Context: an optimization exercise on an open-source flow, tuned for small area, a short achievable clock period and few clock cycles per item. The choices shown serve that exercise and are no tape-out recipe. No functional check of the RTL was part of any run shown here. No activity file was given, so power comes from the tool's default toggle rates.

`config.mk`:
```
export PLATFORM = sky130hd
export DESIGN_NAME = ccp_link
export DESIGN_NICKNAME = ccp_link
export VERILOG_FILES = /design/flow/design.v
export SDC_FILE = /design/flow/constraint.sdc
export NUM_CORES = 4
export LEC_CHECK = 0
export CAP_MARGIN = 20
export CORE_MARGIN = 2
export CORE_UTILIZATION = 40
export SETUP_SLACK_MARGIN = 2.3
export SLEW_MARGIN = 20
export TNS_END_PERCENT = 0
```
`constraint.sdc`:
```
create_clock -name core_clock -period 4.0 [get_ports {clk}]
set_input_delay 0.8000 -clock core_clock [delete_from_list [all_inputs] [get_ports {clk}]]
set_output_delay 0.8000 -clock core_clock [all_outputs]
set_load 0.01 [all_outputs]
```
`design.v`:
```
module ccp_sel3 (
    input  wire       s0, s1, s2,
    input  wire [7:0] a0, a1, a2,
    output wire [7:0] y
);
    assign y = ({8{s0}} & a0) | ({8{s1}} & a1) | ({8{s2}} & a2);
endmodule
module ccp_sel5 (
    input  wire       s0, s1, s2, s3, s4,
    input  wire [7:0] a0, a1, a2, a3, a4,
    output wire [7:0] y
);
    assign y = ({8{s0}} & a0) | ({8{s1}} & a1) | ({8{s2}} & a2)
             | ({8{s3}} & a3) | ({8{s4}} & a4);
endmodule
module ccp_crc_c (
    input  wire [15:0] c,
    output wire [15:0] y
);
    wire p6 = ^c[6:0];
    wire p7 = p6 ^ c[7];
    assign y[0]   = p7 ^ c[8];
    assign y[5:1] = c[13:9];
    assign y[6]   = c[0] ^ c[14];
    assign y[7]   = c[0] ^ c[1] ^ c[15];
    assign y[13:8] = c[6:1] ^ c[7:2];
    assign y[14]  = p6;
    assign y[15]  = p7;
endmodule
module ccp_crc_b (
    input  wire [7:0]  b,
    output wire [15:0] y
);
    wire p6 = ^b[6:0];
    wire p7 = p6 ^ b[7];
    assign y[0]   = p7;
    assign y[5:1] = 5'd0;
    assign y[6]   = b[0];
    assign y[7]   = b[0] ^ b[1];
    assign y[13:8] = b[6:1] ^ b[7:2];
    assign y[14]  = p6;
    assign y[15]  = p7;
endmodule
module ccp_lane_next (
    input  wire        seed, load, upd, hold,
    input  wire [15:0] q, d, g, h,
    output wire [15:0] n
);
    assign n = {16{seed}} | ({16{load}} & d) | ({16{upd}} & (g ^ h)) | ({16{hold}} & q);
endmodule
module ccp_dec (
    input  wire       rst, op_valid,
    input  wire [7:0] op_sel, op_a,
    input  wire [3:0] op_len,
    input  wire       op_ext,
    output wire       rsp_valid,
    output wire [2:0] err,
    output wire       enc_ok, rep_ok, dec_ok, rd0, rd1,
    output wire [5:0] es,
    output wire [4:0] rs,
    output wire       sd0, sd1, ld0, ld1, up0, up1, hd0, hd1
);
    wire hi0    = (op_sel[7:2] == 6'b000000);
    wire hi1    = (op_sel[7:2] == 6'b000100);
    wire s_seed = hi0 & (op_sel[1:0] == 2'd0);
    wire s_load = hi0 & (op_sel[1:0] == 2'd1);
    wire s_upd  = hi0 & (op_sel[1:0] == 2'd2);
    wire s_rd   = hi0 & (op_sel[1:0] == 2'd3);
    wire s_enc  = hi1 & (op_sel[1:0] == 2'd0);
    wire s_rep  = hi1 & (op_sel[1:0] == 2'd1);
    wire s_dec  = hi1 & (op_sel[1:0] == 2'd2);
    wire a_lane = (op_a[7:1] == 7'd0);                                         
    wire a_cmd  = (op_a[7:4] == 4'd0) & (~op_a[3] | ~(op_a[2] | op_a[1]));     
    wire len_e  = (op_len <= 4'd6);
    wire len_r  = (op_len <= 4'd5);
    wire len_8  = (op_len == 4'd8);
    assign rsp_valid = op_valid & ~rst;
    assign rd0    = s_rd & a_lane & ~op_a[0];
    assign rd1    = s_rd & a_lane &  op_a[0];
    assign enc_ok = s_enc & a_cmd & len_e;
    assign rep_ok = s_rep & len_r;
    assign dec_ok = s_dec & len_8 & op_ext;
    genvar i;
    generate
        for (i = 0; i < 6; i = i + 1) begin : ges
            assign es[i] = s_enc & a_cmd & (op_len > i) & len_e;
        end
        for (i = 0; i < 5; i = i + 1) begin : grs
            assign rs[i] = s_rep & (op_len > i) & len_r;
        end
    endgenerate
    wire refused = ~(hi0 | (hi1 & (op_sel[1:0] != 2'd3)))
                 | ((s_load | s_rd) & ~a_lane)
                 | (s_enc & ~a_cmd);
    wire e_pay   = (s_enc & a_cmd & ~len_e) | (s_rep & ~len_r);
    wire e_msg   = s_dec & ~len_8;
    wire e_id    = s_dec & len_8 & ~op_ext;
    assign err   = {e_id, e_pay | e_msg, refused | e_msg};
    wire act = op_valid & ~rst;
    assign sd0 = rst | (act & s_seed & op_a[0]);
    assign sd1 = rst | (act & s_seed & op_a[1]);
    assign ld0 = act & s_load & a_lane & ~op_a[0];
    assign ld1 = act & s_load & a_lane &  op_a[0];
    assign up0 = act & s_upd & op_a[0];
    assign up1 = act & s_upd & op_a[1];
    assign hd0 = ~(sd0 | ld0 | up0);
    assign hd1 = ~(sd1 | ld1 | up1);
endmodule
module ccp_link (
    input  wire        clk,
    input  wire        rst,         
    input  wire        op_valid,
    output wire        op_ready,
    input  wire [7:0]  op_sel,
    input  wire [7:0]  op_a,
    input  wire [7:0]  op_b,
    input  wire [63:0] op_d,
    input  wire [3:0]  op_len,
    input  wire        op_ext,
    output reg         rsp_valid,
    output reg  [2:0]  rsp_err,
    output reg  [63:0] rsp_data,
    output reg         rsp_reply,
    output reg         rsp_known,
    output reg  [3:0]  rsp_member
);
    function [7:0] code_of;
        input [3:0] m;
        begin
            case (m)
                4'd0: code_of = 8'h01;
                4'd1: code_of = 8'h02;
                4'd2: code_of = 8'h03;
                4'd3: code_of = 8'h04;
                4'd4: code_of = 8'h07;
                4'd5: code_of = 8'h0E;
                4'd6: code_of = 8'h10;
                4'd7: code_of = 8'h13;
                4'd8: code_of = 8'h21;
                4'd9: code_of = 8'h23;
                default: code_of = 8'h00;
            endcase
        end
    endfunction
    function [4:0] lookup_code;
        input [7:0] x;
        begin
            case (x)
                8'h01: lookup_code = {1'b1, 4'd0};
                8'h02: lookup_code = {1'b1, 4'd1};
                8'h03: lookup_code = {1'b1, 4'd2};
                8'h04: lookup_code = {1'b1, 4'd3};
                8'h07: lookup_code = {1'b1, 4'd4};
                8'h0E: lookup_code = {1'b1, 4'd5};
                8'h10: lookup_code = {1'b1, 4'd6};
                8'h13: lookup_code = {1'b1, 4'd7};
                8'h21: lookup_code = {1'b1, 4'd8};
                8'h23: lookup_code = {1'b1, 4'd9};
                default: lookup_code = {1'b0, 4'd0};
            endcase
        end
    endfunction
    function [4:0] lookup_status;
        input [7:0] x;
        begin
            case (x)
                8'h00: lookup_status = {1'b1, 4'd0};
                8'h10: lookup_status = {1'b1, 4'd1};
                8'h30: lookup_status = {1'b1, 4'd2};
                8'h31: lookup_status = {1'b1, 4'd3};
                8'h32: lookup_status = {1'b1, 4'd4};
                8'h33: lookup_status = {1'b1, 4'd5};
                8'h35: lookup_status = {1'b1, 4'd6};
                8'h36: lookup_status = {1'b1, 4'd7};
                8'h37: lookup_status = {1'b1, 4'd8};
                default: lookup_status = {1'b0, 4'd0};
            endcase
        end
    endfunction
    reg [15:0] crc0, crc1;
    assign op_ready  = 1'b1;
    wire        rd_ok, enc_ok, rep_ok, dec_ok, rd0, rd1;
    wire [5:0]  es;      
    wire [4:0]  rs;      
    wire        sd0, sd1, ld0, ld1, up0, up1, hd0, hd1;
    wire        n_valid;
    wire [2:0]  n_err;
    ccp_dec u_dec (
        .rst(rst), .op_valid(op_valid), .op_sel(op_sel), .op_a(op_a), .op_len(op_len), .op_ext(op_ext),
        .rsp_valid(n_valid), .err(n_err), .enc_ok(enc_ok), .rep_ok(rep_ok), .dec_ok(dec_ok),
        .rd0(rd0), .rd1(rd1), .es(es), .rs(rs),
        .sd0(sd0), .sd1(sd1), .ld0(ld0), .ld1(ld1), .up0(up0), .up1(up1), .hd0(hd0), .hd1(hd1)
    );
    wire [7:0] d0 = op_d[63:56], d1 = op_d[55:48], d2 = op_d[47:40], d3 = op_d[39:32];
    wire [7:0] d4 = op_d[31:24], d5 = op_d[23:16], d6 = op_d[15:8],  d7 = op_d[7:0];
    wire [7:0] b0, b1, b2, b3, b4, b5, b6, b7;
    ccp_sel3 u_b0 (.s0(enc_ok), .a0(code_of(op_a[3:0])), .s1(rep_ok), .a1(8'hFF), .s2(dec_ok), .a2(d0), .y(b0));
    ccp_sel3 u_b1 (.s0(enc_ok), .a0(op_b), .s1(rep_ok), .a1(op_a), .s2(dec_ok), .a2(d1), .y(b1));
    ccp_sel3 u_b2 (.s0(es[0]), .a0(d0), .s1(rep_ok), .a1(op_b), .s2(dec_ok), .a2(d2), .y(b2));
    ccp_sel3 u_b3 (.s0(es[1]), .a0(d1), .s1(rs[0]), .a1(d0), .s2(dec_ok), .a2(d3), .y(b3));
    ccp_sel3 u_b4 (.s0(es[2]), .a0(d2), .s1(rs[1]), .a1(d1), .s2(dec_ok), .a2(d4), .y(b4));
    ccp_sel3 u_b5 (.s0(es[3]), .a0(d3), .s1(rs[2]), .a1(d2), .s2(dec_ok), .a2(d5), .y(b5));
    ccp_sel5 u_b6 (.s0(es[4]), .a0(d4), .s1(rs[3]), .a1(d3), .s2(dec_ok), .a2(d6),
                   .s3(rd0), .a3(crc0[15:8]), .s4(rd1), .a4(crc1[15:8]), .y(b6));
    ccp_sel5 u_b7 (.s0(es[5]), .a0(d5), .s1(rs[4]), .a1(d4), .s2(dec_ok), .a2(d7),
                   .s3(rd0), .a3(crc0[7:0]),  .s4(rd1), .a4(crc1[7:0]),  .y(b7));
    wire [63:0] n_data = {b0, b1, b2, b3, b4, b5, b6, b7};
    wire       is_rep = (d0 == 8'hFF);
    wire [4:0] look   = is_rep ? lookup_status(d1) : lookup_code(d0);
    wire       n_reply  = dec_ok & is_rep;
    wire       n_known  = dec_ok & look[4];
    wire [3:0] n_member = {4{dec_ok}} & look[3:0];
    always @(posedge clk) begin
        rsp_valid  <= n_valid;
        rsp_err    <= n_err;
        rsp_data   <= n_data;
        rsp_reply  <= n_reply;
        rsp_known  <= n_known;
        rsp_member <= n_member;
    end
    wire [15:0] g0, g1, h, n0, n1;
    ccp_crc_c u_g0 (.c(crc0), .y(g0));
    ccp_crc_c u_g1 (.c(crc1), .y(g1));
    ccp_crc_b u_h  (.b(op_b), .y(h));
    ccp_lane_next u_n0 (.seed(sd0), .load(ld0), .upd(up0), .hold(hd0),
                        .q(crc0), .d(op_d[15:0]), .g(g0), .h(h), .n(n0));
    ccp_lane_next u_n1 (.seed(sd1), .load(ld1), .upd(up1), .hold(hd1),
                        .q(crc1), .d(op_d[15:0]), .g(g1), .h(h), .n(n1));
    always @(posedge clk) begin
        crc0 <= n0;
        crc1 <= n1;
    end
endmodule
```
`flow/run.sh`:
```
#!/bin/bash
# The standard layout (the standard.sh, the same ORFS make call) with two changes:
#  - the port buffers are the smallest plain buffer, sky130_fd_sc_hd__buf_1,
#    instead of the one buffer_ports picks itself;
#  - the slow 4-high stacks (or4/nor4 and their b/bb forms, a2111/o2111) and the
#    3-input xor cells are kept out of synthesis and repair (DONT_USE_CELLS is
#    extended, the platform's own list is still appended by the platform config).
# Each ORFS step writes its own log under orfs/logs/; make's output goes to standard.log.
set -e
slow=""
for c in or4 or4b or4bb nor4 nor4b nor4bb xor3 xnor3 a2111o a2111oi o2111a o2111ai; do
  for s in 0 1 2 4; do slow="$slow sky130_fd_sc_hd__${c}_$s"; done
done
cp config.mk flow_config.mk
echo "export DONT_USE_CELLS = $slow" >> flow_config.mk
sed "s#DESIGN_CONFIG=[^ ]*#DESIGN_CONFIG=$PWD/flow_config.mk#" standard.sh > flow_standard.sh
export BUFFER_PORTS_ARGS="-buffer_cell sky130_fd_sc_hd__buf_1"
bash flow_standard.sh > standard.log 2>&1
```
`standard.sh`:
```
#!/bin/bash
# synth_recipe.tcl (not shown) runs the flow's synth.tcl, then flattens the netlist and writes it again
# the make line also repeats each setting of config.mk as NAME=value (left out here)
make -C /OpenROAD-flow-scripts/flow DESIGN_CONFIG=/design/flow/config.mk WORK_HOME=/design/flow/orfs CLKGATE_MAP_FILE= SYNTH_SCRIPT=/design/flow/synth_recipe.tcl "${@:-finish}"
```
==> impl_metrics.env, run 1 <==
export IMPL_fin_setup_tns_ps=0
export IMPL_fin_crit_sh=0.496
export IMPL_n_antenna_cell=0
export IMPL_syn_instance_count=690
export IMPL_yosysUniqueCellTypes=51
export IMPL_p_leak_nw=3.05
export IMPL_worstPathArrival_ps=2240
export IMPL_cts_buffer_depth=2
export IMPL_drt_iter0_markers=1083
export IMPL_cts_tree="done"
export IMPL_critPathMaxFanout=6
export IMPL_fin_cells=1043
export IMPL_grt_use_met1=0.367
export IMPL_grtUsageMet3=0.0632
export IMPL_grt_pass1_vias=5701
export IMPL_period_minus_slack_ps=1980
export IMPL_grt_use_met2=0.452
export IMPL_num_rows=43
export IMPL_antenna_found_initial=0
export IMPL_ff2ff_path_depth=6
export IMPL_worstSkewPairLatency_ps=360
export IMPL_drt_total_wl_um=22800
export IMPL_relSlewSlack=0.598
export IMPL_yosys_warnings=1
export IMPL_maxCapViolCount=0
export IMPL_numCtsBuffers=9
export IMPL_syn_nets=789
export IMPL_cp_required_ps=4260
export IMPL_numClockSinks=106
export IMPL_placed_cell_area_um2=6490
export IMPL_grt_use_total=0.285
export IMPL_grt_max_degree=25
export IMPL_grt_first_pass_wirelength_um=32400
export IMPL_detail_route_wl_per_cell_um=21.8
export IMPL_drtAntennaViolNets=0
export IMPL_dr_pass1_iters=9
export IMPL_worstSetupPathType="input pin to flop"
export IMPL_async_reset_ff_frac=0
export IMPL_pre_cts_ws_ps=749
export IMPL_clock_skew_ps=5.54
export IMPL_fmax_mhz=504
export IMPL_whs_path_depth=2
export IMPL_synthFlopType="dfxtp_1"
export IMPL_rsz0062_at_grt="yes"
export IMPL_placed_cells=989
export IMPL_cts_hold_buffers=0
export IMPL_start_kind="input pin"
export IMPL_drc=0
export IMPL_vias_per_cell=5.95
export IMPL_core_region_area_um2=13900
export IMPL_area_growth_pct=32.2
export IMPL_syn_area_um2=5730
export IMPL_ys_ff_latch=106
export IMPL_nNetsFinal=957
export IMPL_postSynthAreaPerCell_um2=8.31
export IMPL_dp_hpwl_um=15900
export IMPL_powerDensity_nw_per_um2=309
export IMPL_num_vias=6203
export IMPL_synth_edff_count=0
export IMPL_tightest_slew_ps=603
export IMPL_drive_gt1_frac=0.169
export IMPL_yosysSeqAreaShare=0.370
export IMPL_root_buffer="clkbuf_16"
export IMPL_ir_drop_mv=0.202
export IMPL_htree_levels=3
export IMPL_final_util=0.544
export IMPL_busiest_layer="met2"
export IMPL_hp_class="flop to flop"
export IMPL_finalSetupViolCount=0
export IMPL_finalHoldViolations=0
export IMPL_final_setup_worst_slack_ps=2020
export IMPL_end_kind="flop"
export IMPL_clk_pin_slew_ps=70
export IMPL_io_pins=171
export IMPL_grt_overflow=0
export IMPL_chipHeight_um=124
export IMPL_status="timing/DRC/antenna clean"
export IMPL_die_w_um=124
export IMPL_slew_violations=0
export IMPL_dieArea_um2=15300
export IMPL_initial_core_util=0.411
export IMPL_port_buffers=169
export IMPL_finish_instance_area_um2=7580
export IMPL_place_congestion=0.914
export IMPL_holdWs_ps=501
export IMPL_finalPower_mw=2.34
==> what timing repair did <==
item,in CTS,in global routing
gates resized for setup,98,34
endpoints found under the setup margin,103,104
pin swaps,18,7
buffers inserted,28,0
cloned,4,6
==> power breakdown <==
group	switching [mW]	internal, mW	total, mW	leakage (nW)
clock network	0.435	0.494	0.929	0.145
logic	0.211	0.145	0.356	2.05
registers	0.000648	1.06	1.06	0.855
==> sequential cells by signal, indices dropped and copies added, names as in the netlist <==
signal      cells
rsp_data       64
rsp_reply       1
rsp_known       1
rsp_member      4
crc1           16
rsp_valid       1
crc0           16
rsp_err         3
==> placed cells by master, fill, tap and decap left out, types with 4 or more instances in the layout <==
cell type	Yosys	layout
xnor2_1	35	33
buf_1	7	147
nor2b_1	7	4
nor3_1	8	4
buf_4	1	30
o21ai_0	22	18
clkbuf_16	0	12
nand3_1	37	34
mux2i_1	18	18
inv_1	29	29
buf_6	0	11
nand3b_1	5	5
o21ai_1	5	9
buf_12	0	5
a21oi_2	0	4
a22oi_1	14	14
xnor2_2	4	4
nand2_2	0	5
a221o_1	20	20
nand4_1	14	14
nand2b_1	7	4
nor2_2	0	4
a222oi_1	24	24
nor2_1	41	34
buf_2	13	12
xor2_1	27	27
dfxtp_1	106	106
and3_4	0	6
a21oi_1	26	22
a32oi_1	17	17
and2_4	0	5
nand2_1	97	92
nor3b_1	10	8
o211ai_1	9	9
==> path summary, 6_finish.rpt <==
kind / start / endpoint / slack (ps)
worst max-delay path: op_sel[3] / rsp_data[6] / 2020
worst min-delay path: crc1[10] / crc1[10] / 500
worst min register to register: crc1[10] / crc1[10] / 500
worst max register to register: crc1[2] / crc1[0] / 2130
==> cell usage after synthesis, types with 17 or more instances <==
cell / number / area, um2
nand2_1: 97 / 364
mux2i_1: 18 / 180
nor2_1: 41 / 154
o21ai_0: 22 / 110
a222oi_1: 24 / 240
a32oi_1: 17 / 149
inv_1: 29 / 109
nand3_1: 37 / 185
xor2_1: 27 / 236
a221o_1: 20 / 200
clkbuf_1: 39 / 146
a21oi_1: 26 / 130
dfxtp_1: 106 / 2120
xnor2_1: 35 / 307
==> area by class of cell <==
class / count / area [um2]
sequential: 106 / 2120
inverter: 29 / 109
timing repair buffer: 213 / 1200
fill: 1314 / 6360
multi-input combinational: 499 / 3610
tap: 180 / 225
clock inverter: 6 / 75.1
clock buffer: 10 / 229
==> cells by family after synthesis <==
| group | Yosys count | share of synthesized area |
|---|---|---|
| xor gates and xnor gates | 69 | 0.117 |
| AOI/OAI and AO/OA | 153 | 0.202 |
| muxes | 19 | 0.0334 |
| buffers and inverters | 89 | 0.0618 |
| and+or+nand+nor | 250 | 0.209 |
| adders and majority gates | 3 | 0.00655 |
| DFF | 106 | 0.370 |
| other | 1 | 0.000654 |
==> worst max-delay path: stages <==
cell and delay [ps]:
buf_8 100, nor3_4 230, and3_4 240, and3_4 240, and2_4 290, buf_6 160, nand2_2 50, o211ai_1 130
==> metal layers <==
metal,vias up,share of wire
met3,64,0.11
met4,0,0.034
met1,2904,0.40
met2,422,0.45
met5,-,0
li1,2813,-
==> inputs of run 2 (changes only) <==
==> flow/run.sh (replaced) <==
#!/bin/bash
# The standard layout, with the port buffers made from the smallest plain
# buffer (sky130_fd_sc_hd__buf_1) instead of the one buffer_ports picks itself.
# Each ORFS step writes its own log under orfs/logs/; make's output goes to standard.log.
export BUFFER_PORTS_ARGS="-buffer_cell sky130_fd_sc_hd__buf_1"
bash standard.sh > standard.log 2>&1
==> impl_metrics.env, run 2 <==
export IMPL_clock_skew_ps=6.17
export IMPL_crit_buf_inv=2
export IMPL_vias_per_cell=6.12
export IMPL_nNetsFinal=921
export IMPL_clk_pin_slew_ps=80
export IMPL_holdWs_ps=527
export IMPL_yosys_warnings=1
export IMPL_syn_area_um2=5940
export IMPL_grt_first_pass_wirelength_um=33800
export IMPL_crit_slowest_cell="or4_4"
export IMPL_synth_simple_area_share=0.196
export IMPL_period_minus_slack_ps=2470
export IMPL_detail_route_wl_per_cell_um=22.1
export IMPL_fmax_mhz=406
export IMPL_crit_start="op_a[5]"
export IMPL_cp_required_ps=4250
export IMPL_regMostFlops="rsp_data"
export IMPL_num_vias=6172
export IMPL_slew_violations=0
export IMPL_synth_most_common_cell="dfxtp_1"
export IMPL_drtAntennaViolNets=0
export IMPL_synth_area_leader_cell="dfxtp_1"
export IMPL_postSynthAreaPerCell_um2=8.91
export IMPL_r2r_start="crc0[2]"
export IMPL_drive_gt1_frac=0.141
export IMPL_worstSetupPathType="input pin to flop"
export IMPL_cts_buffer_depth=2
export IMPL_area_growth_pct=24.5
export IMPL_async_reset_ff_frac=0
export IMPL_ir_drop_mv=0.200
export IMPL_yosys_area_share_adder=0.00632
export IMPL_chipHeight_um=126
export IMPL_ys_ff_latch=106
export IMPL_port_buffers=169
export IMPL_synth_mux_area_frac=0.0358
export IMPL_finish_instance_area_um2=7400
export IMPL_hp_class="flop to flop"
export IMPL_start_kind="input pin"
export IMPL_final_setup_worst_slack_ps=1530
export IMPL_dieArea_um2=15800
export IMPL_worstSkewPairLatency_ps=360
export IMPL_htree_levels=3
export IMPL_critPathMaxStageDelay_ps=630
export IMPL_num_rows=44
export IMPL_relSlewSlack=0.500
export IMPL_io_pins=171
export IMPL_min_to="crc1[12]"
export IMPL_grt_overflow=0
export IMPL_status="timing/DRC/antenna clean"
export IMPL_synth_top_area_frac=0.357
export IMPL_numCtsBuffers=9
export IMPL_dr_pass1_iters=6
export IMPL_pre_cts_ws_ps=895
export IMPL_core_region_area_um2=14500
export IMPL_synth_edff_count=0
export IMPL_maxCapViolCount=0
export IMPL_fin_setup_tns_ps=0
export IMPL_dp_hpwl_um=16300
export IMPL_timing_rr_end="crc0[0]"
export IMPL_drt_total_wl_um=22300
export IMPL_die_w_um=126
export IMPL_tightest_slew_ps=740
export IMPL_p_leak_nw=3.00
export IMPL_largest_register_ffs=64
export IMPL_cts_tree="done"
export IMPL_finalHoldViolations=0
export IMPL_crit_cells=7
export IMPL_final_util=0.509
export IMPL_fillers=1420
export IMPL_drc=0
export IMPL_synth_xor_area_frac=0.110
export IMPL_finalPower_mw=2.22
export IMPL_antenna_found_initial=0
export IMPL_drt_iter0_markers=897
export IMPL_grt_use_total=0.273
export IMPL_synth_compound_area_frac=0.236
export IMPL_synthFlopType="dfxtp_1"
export IMPL_final_cell_mix="buf_1, dfxtp_1, nand2_1"
export IMPL_ys_top_cells_by_count="dfxtp_1, nand2_1, clkbuf_1, nand3_1, xnor2_1"
export IMPL_ff2ff_path_depth=5
export IMPL_n_antenna_cell=0
export IMPL_numClockSinks=106
export IMPL_yosysSeqAreaShare=0.357
export IMPL_rsz0062_at_grt="yes"
export IMPL_synth_top_family_by_area="compound AO/OA/AOI/OAI gates"
export IMPL_synthTopCellsByArea="dfxtp_1, xnor2_1, nand2_1"
export IMPL_r2r_slack_ps=2070
export IMPL_root_buffer="clkbuf_16"
export IMPL_placed_cells=971
export IMPL_fin_crit_sh=0.616
export IMPL_worst_hold_startpoint="crc1[12]"
export IMPL_end_kind="flop"
export IMPL_grt_pass1_vias=5982
export IMPL_place_congestion=0.930
export IMPL_worstPathArrival_ps=2710
export IMPL_placed_cell_area_um2=6650
export IMPL_crit_chain="buf_1 -> or4_4 -> nor3_4 -> and4_2 -> a41oi_1 -> buf_4 -> a221o_1"
export IMPL_critPathMaxFanout=10
export IMPL_grt_max_degree=33
export IMPL_syn_instance_count=667
export IMPL_yosysUniqueCellTypes=66
export IMPL_reg_top3="rsp_data: 64 flops, crc0: 16 flops, crc1: 16 flops"
export IMPL_crit_family="simple AND/OR/NAND/NOR gates"
export IMPL_finalSetupViolCount=0
export IMPL_fin_cells=1009
export IMPL_powerDensity_nw_per_um2=300
export IMPL_initial_core_util=0.409
export IMPL_layout_commonest_cell="buf_1"
export IMPL_whs_path_depth=2
export IMPL_syn_nets=766
-- run 2: changes by cell type in the layout (fill, tap and decap cells not counted), moves of 9 or more --
cell,previous run,this run
a21o_1,1,22
a22o_1,0,14
buf_4,30,21
nor2_1,34,11
buf_1,147,158
a222oi_1,24,8
mux2_2,1,18
a22oi_1,14,29
mux2i_1,18,1
nand2_1,92,62
inv_1,29,20
xor2_1,27,18
-- run 2: final cells by class --
type,count,area [um2],share of cell area
multi-input cells,480,3650,0.493
flip-flops and latches,106,2120,0.287
repair buffers,205,1060,0.143
well taps,184,230,0.0311
clock buffers,9,225,0.0304
inverters,20,75.1,0.0101
clock inverters,5,41.3,0.00558
-- run 2: kinds of logic (layout without fill, tap and decap cells) --
logic type | after synthesis | in the layout
adder cells (fa/ha/maj) | 3 | 3
AO/OA/AOI/OAI | 187 | 187
AND/OR/NAND/NOR | 207 | 207
buffers and inverters | 81 | 239
multiplexers | 19 | 19
other | 1 | 1
flip-flops | 106 | 106
XOR/XNOR | 63 | 63
-- run 2: power by group --
| part | switching (mW) | internal (mW) |
|---|---|---|
| clock network | 0.425 | 0.423 |
| registers | 0.000676 | 1.06 |
| logic | 0.193 | 0.122 |
-- run 2: worst max-delay path by stage --
stage,to,slack [ps]
2_1_floorplan,rsp_data[33],1260
3_3_place_gp,rsp_data[33],940
3_5_place_dp,rsp_data[38],900
4_1_cts,crc1[13],1560
5_1_grt,crc1[13],1530
6_report,crc1[13],1530
-- run 2: worst reg2reg max path: stages, from the launching register on --
cell      delay, ps
dfxtp_1         370
xnor2_1         270
xnor3_1         490
xnor2_1         300
xnor3_1         270
o211ai_1        160
-- run 2: per-layer routing --
| metal | global-route usage | vias to the layer above | wire length, um |
|---|---|---|---|
| met5 | 0 | - | 0 |
| li1 | - | 2797 | - |
| met2 | 0.448 | 384 | 10600 |
| met1 | 0.351 | 2933 | 8690 |
| met3 | 0.0518 | 58 | 2210 |
| met4 | 0.118 | 0 | 765 |
-- run 2: repair_timing --
item,4_1_cts,5_1_grt
hold endpoints to repair,0,0
setup buffers,11,9
setup endpoints to repair,107,109
hold buffers,0,0
gates cloned,2,2
resized for setup,21,35
pin swaps,6,9

port drivers added, routing unchanged:
The flow's constraints put no driver on any port. The routed layouts listed below were extracted and timed again, unchanged, in two steps.
Step 1, drivers: a clkbuf_16 drives clk and a buf_2 each remaining input, both assumed.
Step 2 also shifts input and output timing later by t, the mid clock arrival at the registers, as if the neighbouring blocks saw the same clock.
a / b / c = ideal ports / drivers / drivers and shift; a / b = the first two.
run	t (ns)	setup WS [ns]	slew at the worst register clock pin (ns)	worst slew at a driven data input, ns	pins driven straight from the clock port
run 1	0.399	2.015 / 2.019 / 1.620	0.08 / 0.08	0.06	1
run 2	0.395	1.534 / 1.545 / 1.151	0.08 / 0.08	0.04	1
After both steps every run listed still meets setup and hold. The setup slack of run 1, which loses most, moves by +0.004 ns with the drivers and by -0.395 ns with both steps.
